Source: an optimization exercise on an open RTL-to-GDS flow (aim: small area, a short achievable clock period and few clock cycles per item). Production flows keep margins and buffers that such runs may drop. RTL that was checked went through simulation tests only; none was proved equivalent to the original. Only the layout flow was run in runs 1, 2 and 4; the RTL was not checked for function there.

==> flow/design.v (outline; a module is shown in full before it is edited, if it fits) <==
// module ydl_corr_cordic: 652 lines
// module ydl_corr_ktab: 34 lines
// module ydl_angle_engine: 288 lines
module ydl_angle_engine (
    input  wire        clk,
    input  wire        rst,
    input  wire        hdr_valid,
    output wire        hdr_ready,
    input  wire [15:0] hdr_start_code,
    input  wire [15:0] hdr_end_code,
    input  wire [7:0]  hdr_count,
    input  wire [13:0] hdr_dist_first,
    input  wire [13:0] hdr_dist_last,
    input  wire        smp_valid,
    output wire        smp_ready,
    input  wire [23:0] smp_raw,
    output wire        out_valid,
    input  wire        out_ready,
    output reg  [15:0] out_angle,
    output reg  [13:0] out_dist,
    output reg  [9:0]  out_intensity,
    output reg         out_last
);
  // ...
==> flow/run.sh <==
#!/bin/bash
# synth_recipe.tcl (not shown) runs the flow's synth.tcl, then flattens the netlist and writes it again
# the make line also repeats each setting of config.mk as NAME=value (left out here)
make -C /OpenROAD-flow-scripts/flow DESIGN_CONFIG=/design/flow/config.mk WORK_HOME=/design/flow/orfs CLKGATE_MAP_FILE= SYNTH_SCRIPT=/design/flow/synth_recipe.tcl finish
==> flow/config.mk <==
export PLATFORM = sky130hd
export DESIGN_NAME = ydl_angle_engine
export DESIGN_NICKNAME = ydl_angle_engine
export VERILOG_FILES = /design/flow/design.v
export SDC_FILE = /design/flow/constraint.sdc
export NUM_CORES = 4
export LEC_CHECK = 0
export ABC_AREA = 1
export CAP_MARGIN = 20
export CORE_MARGIN = 2
export CORE_UTILIZATION = 40
export SLEW_MARGIN = 20
==> flow/constraint.sdc <==
create_clock -name core_clock -period 12.0 [get_ports {clk}]
set_input_delay 2.4000 -clock core_clock [delete_from_list [all_inputs] [get_ports {clk}]]
set_output_delay 2.4000 -clock core_clock [all_outputs]
set_load 0.01 [all_outputs]
==> results.yml, run 1 <==
finish:
  utilization_pct: 45.10
  fill_cells: 13690
  final_cell_count_no_fill: 7850
  buf_share_pct: 2.355
  clock_cell_area_share_pct: 5.400
floorplanning:
  nWellTaps: 1917
  fp.dieW_um: 386.2
  placeableCoreArea_mm2: 0.1454
  ios: 141
synth:
  synthXorXnorAreaFrac_pct: 7.135
  synth_top_cell_area_share_pct: 49.49
  synth.net_count: 6377
  async_flop_share_pct: 0
  synth_most_common_cell: "nand2_1"
  synthSimpleGateAreaFrac_pct: 13.84
route:
  post-route-drc-count: 0
  wl_met2_mm: 59.37
placement:
  hpwl_mm: 97.27
  dp_slack_ps: 6163
  dpl_cell_area_mm2: 0.06203
sta:
  rsz0062_at_grt: "no"
  worst_pin_slew_ps: 1061
  period_share_pct: 45.90
global_route:
  grt_max_degree: 186
  grt_pass1_vias: 38470
  grt_pass1_wl_mm: 205.4
  antenna_found_initial: 2
  gr-max-usage-layer: "met2"
setup_path:
  rr_endpoint: "u_corr.x_r5[16]$_DFFE_PN_"
  crit_buf_inv: 3
  reg2reg_depth: 23
  path_delay_family: "simple AND/OR/NAND/NOR gates"
worst_hold_path:
  worstHoldPathType: "reg -> reg"
  whs_path_depth: 0
status:
  outcome: "no timing/DRC/antenna violations"
==> inputs of run 2 (changes only) <==
--- a/flow/config.mk
+++ b/flow/config.mk
@@ -11,2 +11,3 @@
 export CORE_UTILIZATION = 40
+export GPL_TIMING_DRIVEN = 0
 export SLEW_MARGIN = 20
==> run 2 against run 1 <==
Compared with the run above: via count rose by 2.4%; die area stayed put; still clean; clock skew rose by 37 ps; highest routed layer unchanged; area after synthesis stayed put; routed wire length is 5.5% higher.
==> results.yml, run 2 <==
status:
  outcome: "no timing/DRC/antenna violations"
synth:
  synth-compound-area-share_pct: 8.103
  async_flop_share_pct: 0
  syn_inst: 5663
  synth_area_per_cell_um2: 10.32
  synth_most_common_cell: "nand2_1"
  synthTopCellsByCount: "nand2_1, edfxtp_1, inv_1"
  synth_edf_count: 963
  synth_top_family_by_area: "adder cells"
  synth_top_cell_area_share_pct: 49.49
  yosysTopAreaCell: "edfxtp_1"
  yosysUniqueCellTypes: 60
  syn_area_mm2: 0.05843
  synthXorXnorAreaFrac_pct: 7.135
  synth.net_count: 6377
  synthSimpleGateAreaFrac_pct: 13.84
  ys_top_cells_by_area: "edfxtp_1, ha_1, nand2_1"
  synth-seq-area-share_pct: 50.35
  ys_warn_count: 3
  muxShareOfSynthArea_pct: 0.01927
  yosys.area_share.adder_pct: 15.29
  ys.flop_type: "edfxtp_1"
  ys_ff_latch: 988
floorplanning:
  die_y_um: 386.2
  die-area_mm2: 0.1491
  placeableCoreArea_mm2: 0.1454
  rows: 140
  fp.dieW_um: 386.2
  ios: 141
  initial_core_util_pct: 40.19
route:
  num_vias: 40010
  wl_per_cell_um: 17.15
  viasPerCell: 5.039
  totalWireLength_mm: 136.2
  post-route-drc-count: 0
  drtIter0Drc: 3177
  postRouteAntennaNets: 0
  dr.pass1.iters: 8
sta:
  period_share_pct: 51.25
  setup_tns_ps: 0
  skew_ps: 65.79
  hold_violations: 0
  fmax_mhz: 162.6
  setup_viol: 0
  worst_pin_slew_ps: 935.0
  timing.final.ws_setup_ps: 5850
  post-route-min-period_ps: 6150
  rsz0062_at_grt: "no"
  drv_slew: 0
  max_slew_margin_pct: 37.67
finish:
  area.growth.synth_to_final_pct: 13.39
  drive_above_1_share_pct: 5.064
  finalNetCount: 6644
  antennaDiodeCount: 0
  fin_area_mm2: 0.06625
  final_cell_mix: "nand2_1, edfxtp_1, inv_1"
  final_common_cell: "nand2_1"
clock_network:
  clk_latency_ps: 750
  cts_buffers: 105
  cts-root-buf: "clkbuf_16"
  path_clk_slew_ps: 70
  cts_setup_buffers: 0
  cts_tree: "built"
  cts.sinks: 988
  cts_resized: 0
  holdBufCountCts: 0
  clock_path_buffers: 3
  htreeDepth: 3
worst_hold_path:
  whs_path_depth: 0
  worstHoldPathType: "reg -> reg"
setup_path:
  worst-path-stages: 25
  crit_buf_inv: 5
  cp_max_fo: 10
  reg2reg_depth: 25
  cp_common_cell: "nand2_1"
  startpoint_type: "register"
  critPathArrivalTime_ps: 6620
  crit_required_ps: 12470
  slowest_delay_ps: 560
  cp_slowest_cell: "buf_1"
  crit_type: "reg -> reg"
  critPathCaptureType: "register"
  path_delay_family: "simple AND/OR/NAND/NOR gates"
placement:
  gp_congestion: 0.9067
  io_buffers: 138
  hpwl_mm: 106.0
  dp_slack_ps: 5850
  dpl_cell_area_mm2: 0.06266
global_route:
  grt_max_degree: 100
  grt_pass1_vias: 39130
  antenna_found_initial: 2
  overflow: 0
  grt_util_all_layers_pct: 18.34
  grt_pass1_wl_mm: 215.7
run:
  cap_violations: 0
[run 2: cell counts after synthesis]
No cell type changed its count.
[run 2: layout make-up]
type	instances	area, um2
Fill cell	13610	79140
Sequential cell	988	29420
Multi-Input combinational cell	3877	25970
Inverter	716	2694
Clock buffer	113	2658
Tap cell	1917	2399
Timing Repair Buffer	160	1793
Clock inverter	87	933.4
Buffer	82	392.9
[run 2: metal layers]
layer	vias to the layer above	share of wire (%)	track usage (%)
met5	-	0	0
li1	19830	-	-
met2	903	46	29.65
met3	137	4.8	2.172
met1	19140	48	26.57
met4	0	1.6	3.689
[run 2: kinds of logic after synthesis]
family	count (synthesis)
AND/OR/NAND/NOR	1926
AO/OA/AOI/OAI	857
adder cells (fa/ha/maj)	617
multiplexers	1
flip-flops	988
buffers and inverters	798
XOR/XNOR	476
[run 2: worst reg2reg max path, delay by kind of cell, from the launching register on]
| family | cells | cell delay [ps] |
|---|---|---|
| AO/OA/AOI/OAI | 2 | 830 |
| XOR/XNOR | 2 | 410 |
| adder cells (fa/ha/maj) | 2 | 810 |
| buffers and inverters | 5 | 1550 |
| flip-flops | 1 | 440 |
| AND/OR/NAND/NOR | 14 | 1870 |
[run 2: final timing paths]
check / start / endpoint / slack [ps]
worst max-delay path: u_corr.y_r3[15]$_DFFE_PN_ / u_corr.x_r5[16]$_DFFE_PN_ / 5850
worst min-delay path: u_corr.z_r9[9]$_DFFE_PN_ / u_corr.z_r11[9]$_DFFE_PN_ / 390
worst max register to register: u_corr.y_r3[15]$_DFFE_PN_ / u_corr.x_r5[16]$_DFFE_PN_ / 5850
worst min register to register: u_corr.z_r9[9]$_DFFE_PN_ / u_corr.z_r11[9]$_DFFE_PN_ / 390
[run 2: stage by stage]
step	cells	hold WS [ps]	util, %
6_report	7940	385.2	45.57
2_1_floorplan	5663	400.3	-
5_1_grt	7940	393.8	45.57
4_1_cts	7940	377.3	45.57
3_3_place_gp	7718	400.0	42.79
3_5_place_dp	7740	404.5	43.10
==> module ydl_angle_engine, before the edit <==
module ydl_angle_engine (
    input  wire        clk,
    input  wire        rst,
    input  wire        hdr_valid,
    output wire        hdr_ready,
    input  wire [15:0] hdr_start_code,
    input  wire [15:0] hdr_end_code,
    input  wire [7:0]  hdr_count,
    input  wire [13:0] hdr_dist_first,
    input  wire [13:0] hdr_dist_last,
    input  wire        smp_valid,
    output wire        smp_ready,
    input  wire [23:0] smp_raw,
    output wire        out_valid,
    input  wire        out_ready,
    output reg  [15:0] out_angle,
    output reg  [13:0] out_dist,
    output reg  [9:0]  out_intensity,
    output reg         out_last
);
    localparam [2:0] W_IDLE = 3'd0,   
                     W_S0   = 3'd1,   
                     W_S1   = 3'd2,   
                     W_WT   = 3'd3,   
                     W_DIV  = 3'd4,   
                     W_DONE = 3'd5;   
    reg        out_v, skid_v;
    reg [15:0] sk_angle;
    reg [13:0] sk_dist;
    reg [9:0]  sk_int;
    reg        sk_last;
    wire       en = ~skid_v;
    assign out_valid = out_v;
    reg  [2:0]  w_st;
    reg  [3:0]  w_cnt;
    reg  [7:0]  w_dv;               
    reg         w_nb, w_nd;         
    reg  [20:0] w_f;                
    reg  [27:0] w_q;                
    reg  [7:0]  w_r;
    reg         p_v, p_conv;
    reg  [20:0] p_f;
    reg  [7:0]  p_n;
    reg  [27:0] p_step;
    reg         e_act, e_conv;
    reg  [7:0]  e_rem;
    reg  [27:0] e_acc, e_step;
    reg         hdr_rdy_q, smp_rdy_q;   
    wire        w_bub = w_nb & ((w_st == W_S0) | (w_st == W_S1));
    assign hdr_ready = hdr_rdy_q;       
    assign smp_ready = smp_rdy_q;       
    wire        hdr_take = hdr_valid & hdr_ready;
    wire        smp_take = smp_valid & smp_ready;
    wire        e_last = (e_rem == 8'd1);
    wire        p_to_e = p_v & (~e_act | (smp_take & e_last));
    reg         r0_v, r0_b, r0_last, r0_conv;
    reg  [13:0] r0_d, r0_dn;
    reg  [3:0]  r0_sh;
    reg         r0_dz, r0_n1;
    reg  [17:0] r0_kx, r0_ky;
    reg  [9:0]  r0_int;
    reg  [20:0] r0_z;
    always @(posedge clk) begin
        if (rst)
            r0_v <= 1'b0;
        else if (en)
            r0_v <= w_bub | smp_take;
    end
    wire [13:0] i_d = w_bub ? ((w_st == W_S0) ? hdr_dist_first : hdr_dist_last) : smp_raw[23:10];
    reg  [3:0]  i_sh;
    always @(*) begin
        casez (i_d)
            14'b1?????????????: i_sh = 4'd0;
            14'b01????????????: i_sh = 4'd1;
            14'b001???????????: i_sh = 4'd2;
            14'b0001??????????: i_sh = 4'd3;
            14'b00001?????????: i_sh = 4'd4;
            14'b000001????????: i_sh = 4'd5;
            14'b0000001???????: i_sh = 4'd6;
            14'b00000001??????: i_sh = 4'd7;
            14'b000000001?????: i_sh = 4'd8;
            default:            i_sh = 4'd9;
        endcase
    end
    wire [17:0] i_kx, i_ky;
    wire        i_dz = (i_d == 14'd0);
    wire        i_n1 = i_dz | (i_d >= 14'd25);
    ydl_corr_ktab u_ktab (
        .dz   (i_dz),
        .m_n1 (i_n1),
        .sh   (i_sh),
        .kx   (i_kx),
        .ky   (i_ky)
    );
    always @(posedge clk) begin
        if (en) begin
            r0_sh <= i_sh;
            r0_dz <= i_dz;
            r0_n1 <= i_n1;
            r0_kx <= i_kx;
            r0_ky <= i_ky;
            r0_dn <= i_d << i_sh;
            if (w_bub) begin
                r0_b    <= 1'b1;
                r0_last <= (w_st == W_S1);
                r0_conv <= 1'b1;
                r0_d    <= (w_st == W_S0) ? hdr_dist_first : hdr_dist_last;
                r0_z    <= {6'd0, (w_st == W_S0) ? hdr_start_code[15:1] : hdr_end_code[15:1]};
                r0_int  <= 10'd0;
            end else begin
                r0_b    <= 1'b0;
                r0_last <= e_last;
                r0_conv <= e_conv;
                r0_d    <= smp_raw[23:10];
                r0_int  <= smp_raw[9:0];
                r0_z    <= e_acc[27:7];
            end
        end
    end
    wire        x_v;
    wire [25:0] x_pay;
    wire [20:0] x_z;
    wire [15:0] x_ang;
    ydl_corr_cordic u_corr (
        .clk    (clk),
        .rst    (rst),
        .en     (en),
        .in_v   (r0_v),
        .in_pay ({r0_b, r0_last, r0_int, r0_d}),
        .in_d   (r0_d),
        .in_dn  (r0_dn),
        .in_sh  (r0_sh),
        .in_dz  (r0_dz),
        .in_n1  (r0_n1),
        .in_kx  (r0_kx),
        .in_ky  (r0_ky),
        .in_z   (r0_z),
        .in_conv(r0_conv),
        .out_v  (x_v),
        .out_pay(x_pay),
        .out_z  (x_z),
        .out_ang(x_ang)
    );
    wire        x_b    = x_pay[25];
    wire        x_last = x_pay[24];
    wire [9:0]  x_int  = x_pay[23:14];
    wire [13:0] x_d    = x_pay[13:0];
    wire        res_v  = x_v & ~x_b;
    always @(posedge clk) begin
        if (rst) begin
            out_v  <= 1'b0;
            skid_v <= 1'b0;
        end else if (skid_v) begin
            if (out_ready)
                skid_v <= 1'b0;
        end else if (~out_v | out_ready) begin
            out_v <= res_v;
        end else if (res_v) begin
            skid_v <= 1'b1;
        end
    end
    always @(posedge clk) begin
        if (skid_v) begin
            if (out_ready) begin
                out_angle     <= sk_angle;
                out_dist      <= sk_dist;
                out_intensity <= sk_int;
                out_last      <= sk_last;
            end
        end else if (~out_v | out_ready) begin
            if (res_v) begin
                out_angle     <= x_ang;
                out_dist      <= x_d;
                out_intensity <= x_int;
                out_last      <= x_last;
            end
        end else if (res_v) begin
            sk_angle <= x_ang;
            sk_dist  <= x_d;
            sk_int   <= x_int;
            sk_last  <= x_last;
        end
    end
    wire [8:0]  r2a = {w_r, w_q[27]};
    wire [9:0]  dfa = {1'b0, r2a} - {2'b0, w_dv};
    wire        gea = ~dfa[9];
    wire [7:0]  ra  = gea ? dfa[7:0] : r2a[7:0];
    wire [8:0]  r2b = {ra, w_q[26]};
    wire [9:0]  dfb = {1'b0, r2b} - {2'b0, w_dv};
    wire        geb = ~dfb[9];
    wire [7:0]  rb  = geb ? dfb[7:0] : r2b[7:0];
    wire        xb_en = en & x_v & x_b;
    wire [20:0] span = x_z - w_f;
    always @(posedge clk) begin
        if (rst)
            w_st <= W_IDLE;
        else
            w_st <= w_st_n;
    end
    always @(posedge clk) begin
        case (w_st)
            W_IDLE: if (hdr_valid) begin
                w_dv <= hdr_count - 8'd1;
                w_nb <= (hdr_count > 8'd1);
                w_nd <= (hdr_count > 8'd2);
            end
            W_WT: begin
                if (xb_en) begin
                    if (~x_last)
                        w_f <= x_z;
                    else begin
                        w_q   <= {span, 7'd0};
                        w_r   <= 8'd0;
                        w_cnt <= 4'd0;
                    end
                end
            end
            W_DIV: begin
                w_q   <= {w_q[25:0], gea, geb};
                w_r   <= rb;
                w_cnt <= w_cnt + 4'd1;
            end
            default: ;
        endcase
    end
    reg  [2:0] w_st_n;
    always @(*) begin
        w_st_n = w_st;
        case (w_st)
            W_IDLE: if (hdr_valid) w_st_n = W_S0;
            W_S0:   if (~w_nb) w_st_n = W_DONE; else if (en) w_st_n = W_S1;
            W_S1:   if (en) w_st_n = W_WT;
            W_WT:   if (xb_en & x_last) w_st_n = w_nd ? W_DIV : W_DONE;
            W_DIV:  if (w_cnt == 4'd13) w_st_n = W_DONE;
            W_DONE: if (hdr_take) w_st_n = W_IDLE;
            default: w_st_n = W_IDLE;
        endcase
    end
    wire w_nb_n   = (w_st == W_IDLE & hdr_valid) ? (hdr_count > 8'd1) : w_nb;
    wire w_bub_n  = w_nb_n & ((w_st_n == W_S0) | (w_st_n == W_S1));
    wire p_v_n    = hdr_take | (p_v & ~p_to_e);
    wire e_act_n  = p_to_e | (e_act & ~(smp_take & e_last));
    wire skid_v_n = skid_v ? ~out_ready : (~out_v | out_ready) ? 1'b0 : res_v;
    always @(posedge clk) begin
        if (rst) begin
            hdr_rdy_q <= 1'b0;
            smp_rdy_q <= 1'b0;
        end else begin
            hdr_rdy_q <= (w_st_n == W_DONE) & ~p_v_n;
            smp_rdy_q <= ~skid_v_n & e_act_n & ~w_bub_n;
        end
    end
    always @(posedge clk) begin
        if (rst)
            p_v <= 1'b0;
        else if (hdr_take)
            p_v <= 1'b1;
        else if (p_to_e)
            p_v <= 1'b0;
    end
    always @(posedge clk) begin
        if (hdr_take) begin
            p_conv <= ~w_nb;
            p_f    <= w_nb ? w_f : {6'd0, hdr_start_code[15:1]};
            p_n    <= hdr_count;
            p_step <= w_q;
        end
    end
    always @(posedge clk) begin
        if (rst)
            e_act <= 1'b0;
        else if (p_to_e)
            e_act <= 1'b1;
        else if (smp_take & e_last)
            e_act <= 1'b0;
    end
    always @(posedge clk) begin
        if (p_to_e) begin
            e_conv <= p_conv;
            e_rem  <= p_n;
            e_acc  <= {p_f, 7'd0};
            e_step <= p_step;
        end else if (smp_take) begin
            e_rem  <= e_rem - 8'd1;
            e_acc  <= e_acc + e_step;
        end
    end
endmodule
==> inputs of run 3 (changes only) <==
--- a/flow/design.v
+++ b/flow/design.v
@@ -725,3 +725,3 @@
     reg  [27:0] w_q;                
-    reg  [7:0]  w_r;
+    reg  [9:0]  w_r;
     reg         p_v, p_conv;
@@ -869,10 +869,7 @@
     end
-    wire [8:0]  r2a = {w_r, w_q[27]};
-    wire [9:0]  dfa = {1'b0, r2a} - {2'b0, w_dv};
-    wire        gea = ~dfa[9];
-    wire [7:0]  ra  = gea ? dfa[7:0] : r2a[7:0];
-    wire [8:0]  r2b = {ra, w_q[26]};
-    wire [9:0]  dfb = {1'b0, r2b} - {2'b0, w_dv};
-    wire        geb = ~dfb[9];
-    wire [7:0]  rb  = geb ? dfb[7:0] : r2b[7:0];
+    wire [9:0]  dvx = {2'b0, w_dv};
+    wire [10:0] sa  = {w_r[8:0], w_q[27], 1'b1} + {dvx ^ {10{~w_r[9]}}, ~w_r[9]};
+    wire [9:0]  ra  = sa[10:1];
+    wire [10:0] sb  = {ra[8:0], w_q[26], 1'b1} + {dvx ^ {10{~ra[9]}}, ~ra[9]};
+    wire [9:0]  rb  = sb[10:1];
     wire        xb_en = en & x_v & x_b;
@@ -898,3 +895,3 @@
                         w_q   <= {span, 7'd0};
-                        w_r   <= 8'd0;
+                        w_r   <= 10'd0;
                         w_cnt <= 4'd0;
@@ -904,3 +901,3 @@
             W_DIV: begin
-                w_q   <= {w_q[25:0], gea, geb};
+                w_q   <= {w_q[25:0], ~w_r[9], ~ra[9]};
                 w_r   <= rb;
@@ -951,3 +948,3 @@
             p_n    <= hdr_count;
-            p_step <= w_q;
+            p_step <= w_nd ? {w_q[26:0], 1'b1} : w_q;
         end
--- a/flow/config.mk
+++ b/flow/config.mk
@@ -11,3 +11,2 @@
 export CORE_UTILIZATION = 40
-export GPL_TIMING_DRIVEN = 0
 export SLEW_MARGIN = 20
==> run 3 against run 2 <==
Compared with the run above: clock-buffer cell count is 17 higher; critical path depth down 4; critical endpoint is now u_corr.y_r3[12]$_DFFE_PN_; area after synthesis increased by 1.2%; sequential share of layout area grew 0.056 points; critical path type unchanged; global-route usage rose by 0.11 points; utilization is 0.56 points lower; first-iteration DRC count down 2.1%.
==> results.yml, run 3 <==
clock_network:
  cts_buffers: 108
  cts_tree: "built"
  clk_latency_ps: 710
  holdBufCountCts: 0
  cts_setup_buffers: 0
  cts_resized: 0
  htreeDepth: 3
  clock_path_buffers: 3
  cts.sinks: 990
  path_clk_slew_ps: 60
  cts-root-buf: "clkbuf_16"
synth:
  ys.flop_type: "edfxtp_1"
  yosysTopAreaCell: "edfxtp_1"
  synth_area_per_cell_um2: 10.18
  ys_ff_latch: 990
  synth_edf_count: 965
  yosysUniqueCellTypes: 58
  synth_most_common_cell: "nand2_1"
  synth_top_cell_area_share_pct: 49.02
  ys_warn_count: 3
  ys_top_cells_by_area: "edfxtp_1, ha_1, nand2_1"
  async_flop_share_pct: 0
  synth-seq-area-share_pct: 49.87
  syn_area_mm2: 0.05911
  synth.net_count: 6520
  syn_inst: 5806
  synthTopCellsByCount: "nand2_1, edfxtp_1, inv_1"
setup_path:
  r2r_setup_slack_ps: 6830
  rr_endpoint: "u_corr.y_r3[12]$_DFFE_PN_"
  cp_slowest_cell: "nand2_1"
  cp_common_cell: "nand2_1"
  crit_buf_inv: 1
  path_cells: "buf_4 > xnor2_1 > ha_1 > nand2_1 > nand2_1 > nand2_1 > nand2_1 > nand2_1 > nand3_1 > nand2_1 > nand2_1 > nand2_1 > nand2_1 > xor2_1 > ha_1 > nand2_1 > nor2_1 > nand2_1 > o21ai_0 > a21oi_1 > xor2_1"
  reg2reg_depth: 21
  path_delay_family: "simple AND/OR/NAND/NOR gates"
  r2r_start: "u_corr.y_r1[17]$_DFFE_PN_"
  critPathArrivalTime_ps: 5640
  startpoint_type: "register"
  slowest_delay_ps: 570
  crit_required_ps: 12470
  crit_type: "reg -> reg"
  cp_max_fo: 39
  critPathCaptureType: "register"
placement:
  dpl_cell_area_mm2: 0.06274
  io_buffers: 138
  gp_congestion: 0.8888
  hpwl_mm: 107.2
  dp_cells: 7809
finish:
  seqCellArea_mm2: 0.02948
  final_cell_mix: "nand2_1, edfxtp_1, inv_1"
  drive_above_1_share_pct: 4.421
  fill_cells: 13680
  antennaDiodeCount: 0
  finalNetCount: 6703
  fin_area_mm2: 0.06631
  utilization_pct: 45.01
  final_cell_count_no_fill: 8015
  final_common_cell: "nand2_1"
  area.growth.synth_to_final_pct: 12.17
  multiInputGateArea_mm2: 0.02644
global_route:
  antenna_found_initial: 2
  grt_max_degree: 177
  grt_pass1_vias: 39800
  grt_pass1_wl_mm: 219.5
  overflow: 0
  grt_util_all_layers_pct: 18.45
route:
  totalWireLength_mm: 139.7
  viasPerCell: 5.038
  dr.pass1.iters: 6
  num_vias: 40380
  wl_per_cell_um: 17.43
  post-route-drc-count: 0
  postRouteAntennaNets: 0
  drtIter0Drc: 3109
sta:
  hold_violations: 0
  period_share_pct: 43.08
  post-route-min-period_ps: 5170
  drv_slew: 0
  skew_ps: 50.59
  fmax_mhz: 193.4
  max_slew_margin_pct: 31.67
  setup_tns_ps: 0
  worst_pin_slew_ps: 1023
  rsz0062_at_grt: "no"
  setup_viol: 0
  timing.hold.ws_ps: 399.7
floorplanning:
  fp.dieW_um: 388.4
  die-area_mm2: 0.1509
  initial_core_util_pct: 40.13
  rows: 141
  die_y_um: 388.4
  placeableCoreArea_mm2: 0.1473
  ios: 141
worst_hold_path:
  min_to: "u_corr.z_r1[15]$_DFFE_PN_"
  whs_path_depth: 0
  min-delay-start: "r0_z[15]$_SDFFCE_PN0N_"
  worstHoldPathType: "reg -> reg"
status:
  outcome: "no timing/DRC/antenna violations"
run:
  cap_violations: 0
==> run 3: layer usage <==
metal	GRT usage (%)	share of wire, %	vias to the layer above
li1	-	-	20080
met1	25.65	47	19330
met3	1.991	3.6	183
met4	5.221	2.6	0
met5	0	0	-
met2	30.54	47	788
==> run 3: cell type report <==
| type | instances | share of cell area (%) |
|---|---|---|
| Clock inverter | 76 | 1.106 |
| Inverter | 752 | 4.274 |
| Multi-Input combinational cell | 3977 | 39.87 |
| Tap cell | 1930 | 3.642 |
| Timing Repair Buffer | 160 | 2.370 |
| Sequential cell | 990 | 44.46 |
| Clock buffer | 130 | 4.278 |
==> run 3: worst max path at each step <==
| stage | startpoint | endpoint | slack [ps] | depth (start not counted) |
|---|---|---|---|---|
| 4_1_cts | u_corr.y_r1[17]$_DFFE_PN_ | u_corr.y_r3[12]$_DFFE_PN_ | 6880 | 21 |
| 3_3_place_gp | hdr_dist_last[13] | r0_ky[5]$_DFFE_PN_ | 6230 | 16 |
| 2_1_floorplan | skid_v$_SDFF_PP0_ | r0_b$_DFFE_PN_ | 2010 | 2 |
| 6_report | u_corr.y_r1[17]$_DFFE_PN_ | u_corr.y_r3[12]$_DFFE_PN_ | 6830 | 21 |
| 3_5_place_dp | hdr_dist_last[11] | r0_ky[5]$_DFFE_PN_ | 6180 | 16 |
| 5_1_grt | u_corr.y_r1[17]$_DFFE_PN_ | u_corr.y_r3[12]$_DFFE_PN_ | 6380 | 21 |
==> run 3: logic make-up (layout without fill, tap and decap cells) <==
| group | count (synthesis) | after routing | share of synthesized area, % |
|---|---|---|---|
| compound gates | 909 | 909 | 8.483 |
| xor+xnor | 482 | 482 | 7.141 |
| fa+ha+maj | 617 | 617 | 15.09 |
| buf+inv | 839 | 1118 | 5.490 |
| flops | 990 | 990 | 49.87 |
| simple gates | 1969 | 1969 | 13.93 |
==> run 3: stage by stage <==
stage	setup slack (ps)
floorplan	2007
global placement	6233
detailed placement	6182
CTS	6881
global route	6378
finish	6830
Testbench counts of run 3, summed over its fixed seeds: cycles 61,056, items 56,574.
==> inputs of run 4 (changes only) <==
--- a/flow/design.v
+++ b/flow/design.v
@@ -724,3 +724,3 @@
     reg  [20:0] w_f;                
-    reg  [27:0] w_q;                
+    reg  [26:0] w_q;                
     reg  [9:0]  w_r;
@@ -729,6 +729,6 @@
     reg  [7:0]  p_n;
-    reg  [27:0] p_step;
+    reg  [26:0] p_step;
     reg         e_act, e_conv;
     reg  [7:0]  e_rem;
-    reg  [27:0] e_acc, e_step;
+    reg  [26:0] e_acc, e_step;
     reg         hdr_rdy_q, smp_rdy_q;   
@@ -801,3 +801,3 @@
                 r0_int  <= smp_raw[9:0];
-                r0_z    <= e_acc[27:7];
+                r0_z    <= e_acc[26:6];
             end
@@ -870,6 +870,8 @@
     wire [9:0]  dvx = {2'b0, w_dv};
-    wire [10:0] sa  = {w_r[8:0], w_q[27], 1'b1} + {dvx ^ {10{~w_r[9]}}, ~w_r[9]};
-    wire [9:0]  ra  = sa[10:1];
-    wire [10:0] sb  = {ra[8:0], w_q[26], 1'b1} + {dvx ^ {10{~ra[9]}}, ~ra[9]};
-    wire [9:0]  rb  = sb[10:1];
+    wire [9:0]  r2a = {w_r[8:0], w_q[26]};
+    wire [9:0]  ra  = w_r[9] ? r2a + dvx : r2a - dvx;
+    wire [9:0]  r2b = {ra[8:0], w_q[25]};
+    wire [9:0]  rb  = ra[9] ? r2b + dvx : r2b - dvx;
+    wire [9:0]  r2c = {rb[8:0], w_q[24]};
+    wire [9:0]  rc  = rb[9] ? r2c + dvx : r2c - dvx;
     wire        xb_en = en & x_v & x_b;
@@ -894,3 +896,3 @@
                     else begin
-                        w_q   <= {span, 7'd0};
+                        w_q   <= {span, 6'd0};
                         w_r   <= 10'd0;
@@ -901,4 +903,4 @@
             W_DIV: begin
-                w_q   <= {w_q[25:0], ~w_r[9], ~ra[9]};
-                w_r   <= rb;
+                w_q   <= {w_q[23:0], ~w_r[9], ~ra[9], ~rb[9]};
+                w_r   <= rc;
                 w_cnt <= w_cnt + 4'd1;
@@ -916,3 +918,3 @@
             W_WT:   if (xb_en & x_last) w_st_n = w_nd ? W_DIV : W_DONE;
-            W_DIV:  if (w_cnt == 4'd13) w_st_n = W_DONE;
+            W_DIV:  if (w_cnt == 4'd8) w_st_n = W_DONE;
             W_DONE: if (hdr_take) w_st_n = W_IDLE;
@@ -948,3 +950,3 @@
             p_n    <= hdr_count;
-            p_step <= w_nd ? {w_q[26:0], 1'b1} : w_q;
+            p_step <= w_nd ? {w_q[25:0], 1'b1} : w_q;
         end
@@ -963,3 +965,3 @@
             e_rem  <= p_n;
-            e_acc  <= {p_f, 7'd0};
+            e_acc  <= {p_f, 6'd0};
             e_step <= p_step;
==> run 4 against run 3 <==
Compared with the run above: still clean on timing, DRC and antenna; sequential cell count down 4; routed wire length down 3.7%; non-clock buffer count up 5; via count up 0.81%; utilization down 0.072 points; maximum frequency down 26%; sequential share of layout area down 0.20 points; critical path type unchanged; critical endpoint is now w_r[8]$_SDFFCE_PN0P_.
==> results.yml, run 4 <==
clock_network:
  cts-root-buf: "clkbuf_16"
  clock_path_buffers: 3
  cts_resized: 0
  holdBufCountCts: 0
  cts_tree: "built"
  clk_latency_ps: 700
  cts_buffers: 104
  cts_setup_buffers: 0
  cts.sinks: 986
  path_clk_slew_ps: 60
  htreeDepth: 3
placement:
  hpwl_mm: 101.5
  gp_congestion: 0.9069
  io_buffers: 138
  dpl_cell_area_mm2: 0.06305
finish:
  utilization_pct: 44.94
  drive_above_1_share_pct: 4.297
  fill_cells: 13660
  final_cell_mix: "nand2_1, edfxtp_1, inv_1"
  finalNetCount: 6783
  fin_area_mm2: 0.06636
  final_common_cell: "nand2_1"
  area.growth.synth_to_final_pct: 11.70
route:
  viasPerCell: 5.042
  dr.pass1.iters: 5
  wl_per_cell_um: 16.66
  totalWireLength_mm: 134.5
  num_vias: 40710
  drtIter0Drc: 2859
  postRouteAntennaNets: 0
  post-route-drc-count: 0
synth:
  ys_top_cells_by_area: "edfxtp_1, ha_1, nand2_1"
  synth_most_common_cell: "nand2_1"
  yosysTopAreaCell: "edfxtp_1"
  synth-seq-area-share_pct: 49.43
  yosysUniqueCellTypes: 61
  synth_edf_count: 962
  ys_ff_latch: 986
  async_flop_share_pct: 0
  synth_area_per_cell_um2: 10.11
  syn_inst: 5875
  synth_top_cell_area_share_pct: 48.62
  syn_area_mm2: 0.05941
  ys.flop_type: "edfxtp_1"
  ys_warn_count: 3
  synthTopCellsByCount: "nand2_1, edfxtp_1, inv_1"
  synth.net_count: 6601
setup_path:
  path_delay_family: "simple AND/OR/NAND/NOR gates"
  startpoint_type: "register"
  crit_type: "reg -> reg"
  crit_required_ps: 12450
  slowest_delay_ps: 480
  cp_slowest_cell: "fa_1"
  cp_max_fo: 17
  critPathCaptureType: "register"
  critPathArrivalTime_ps: 7400
  crit_buf_inv: 8
sta:
  setup_viol: 0
  hold_violations: 0
  fmax_mhz: 143.9
  skew_ps: 24.54
  worst_pin_slew_ps: 1190
  post-route-min-period_ps: 6950
  period_share_pct: 57.92
  drv_slew: 0
  rsz0062_at_grt: "no"
  max_slew_margin_pct: 20.63
  setup_tns_ps: 0
global_route:
  grt_util_all_layers_pct: 17.74
  antenna_found_initial: 0
  grt_pass1_wl_mm: 215.1
  grt_max_degree: 203
  grt_pass1_vias: 39930
  overflow: 0
worst_hold_path:
  worstHoldPathType: "reg -> reg"
floorplanning:
  die-area_mm2: 0.1516
  ios: 141
  rows: 141
  fp.dieW_um: 389.4
  placeableCoreArea_mm2: 0.1477
  die_y_um: 389.4
  initial_core_util_pct: 40.23
run:
  cap_violations: 0
status:
  outcome: "no timing/DRC/antenna violations"
==> run 4: final cells by class <==
type	instances	area, um2	share of cell area [%]
antenna	1	2.502	0.003771
timing repair buffer	165	1604	2.417
sequential	986	29370	44.26
multi-input combinational	4051	26850	40.46
clock inverter	66	583.1	0.8786
inverter	749	2825	4.257
clock buffer	127	2709	4.082
tap	1930	2415	3.639
==> run 4: per-stage QoR <==
step / instances / setup slack [ps] / hold slack, ps
after global routing: 8074 / 4090 / 409.6
after floorplan: 5875 / 2007 / 400.3
after detailed placement: 7880 / 5119 / 404.5
final: 8075 / 5050 / 397.2
after global placement: 7880 / 5106 / 400.4
after CTS: 8073 / 5073 / 395.1
==> run 4: routing by layer <==
metal / global-route usage (%) / vias up / wire [um]
met5: 0 / - / 0
li1: - / 20360 / -
met3: 2.803 / 180 / 6555
met2: 28.83 / 836 / 61400
met1: 24.69 / 19340 / 63380
met4: 4.644 / 0 / 3169
==> run 4: final timing paths <==
check             slack (ps)  cells after the start                   startpoint                          end
setup / recovery        5050                     41            w_dv[0]$_DFFE_PP_         w_r[8]$_SDFFCE_PN0P_
hold / removal           400                      0  u_corr.pay_r11[8]$_DFFE_PN_  u_corr.pay_r13[8]$_DFFE_PN_
setup reg to reg        5050                     41            w_dv[0]$_DFFE_PP_         w_r[8]$_SDFFCE_PN0P_
hold reg to reg          400                      0  u_corr.pay_r11[8]$_DFFE_PN_  u_corr.pay_r13[8]$_DFFE_PN_
==> run 4: cells by family (layout without fill, tap and decap cells) <==
kind of cell / count (synthesis) / count (layout) / synth area share [%]
xor gates and xnor gates: 474 / 474 / 6.988
buffers and inverters: 838 / 1107 / 5.440
DFF: 986 / 986 / 49.43
AOI/OAI and AO/OA: 922 / 922 / 8.551
and+or+nand+nor: 2026 / 2026 / 14.28
other: 0 / 1 / 0
adders and majority gates: 629 / 629 / 15.31

afterwards: timing with drivers on the ports:
No port has a modelled driver above. Below, the same layouts with a new extraction and two added sets of constraints.
Step 1, drivers: a clkbuf_16 drives clk and a buf_2 each remaining input, both assumed.
Step 2, shift: input delay + t, output delay - t, t = (earliest + latest rising clock arrival at the registers) / 2. This alone moves slack from input paths to output paths.
Three values: no drivers, after step 1, after step 2; two values: the first two.
run | shift t [ns] | setup slack, ns | cell pins on the clock port's net
run 1 | 0.780 | 6.491 / 6.491 / 6.141 | 1
run 2 | 0.781 | 5.850 / 5.850 / 5.850 | 1
run 3 | 0.770 | 6.830 / 6.830 / 6.179 | 1
run 4 | 0.774 | 5.050 / 5.050 / 5.050 | 1
After both steps setup and hold are still met in every run listed. For run 3, which loses most, drivers alone change the setup slack by 0.000 ns; drivers and shift together by -0.651 ns.
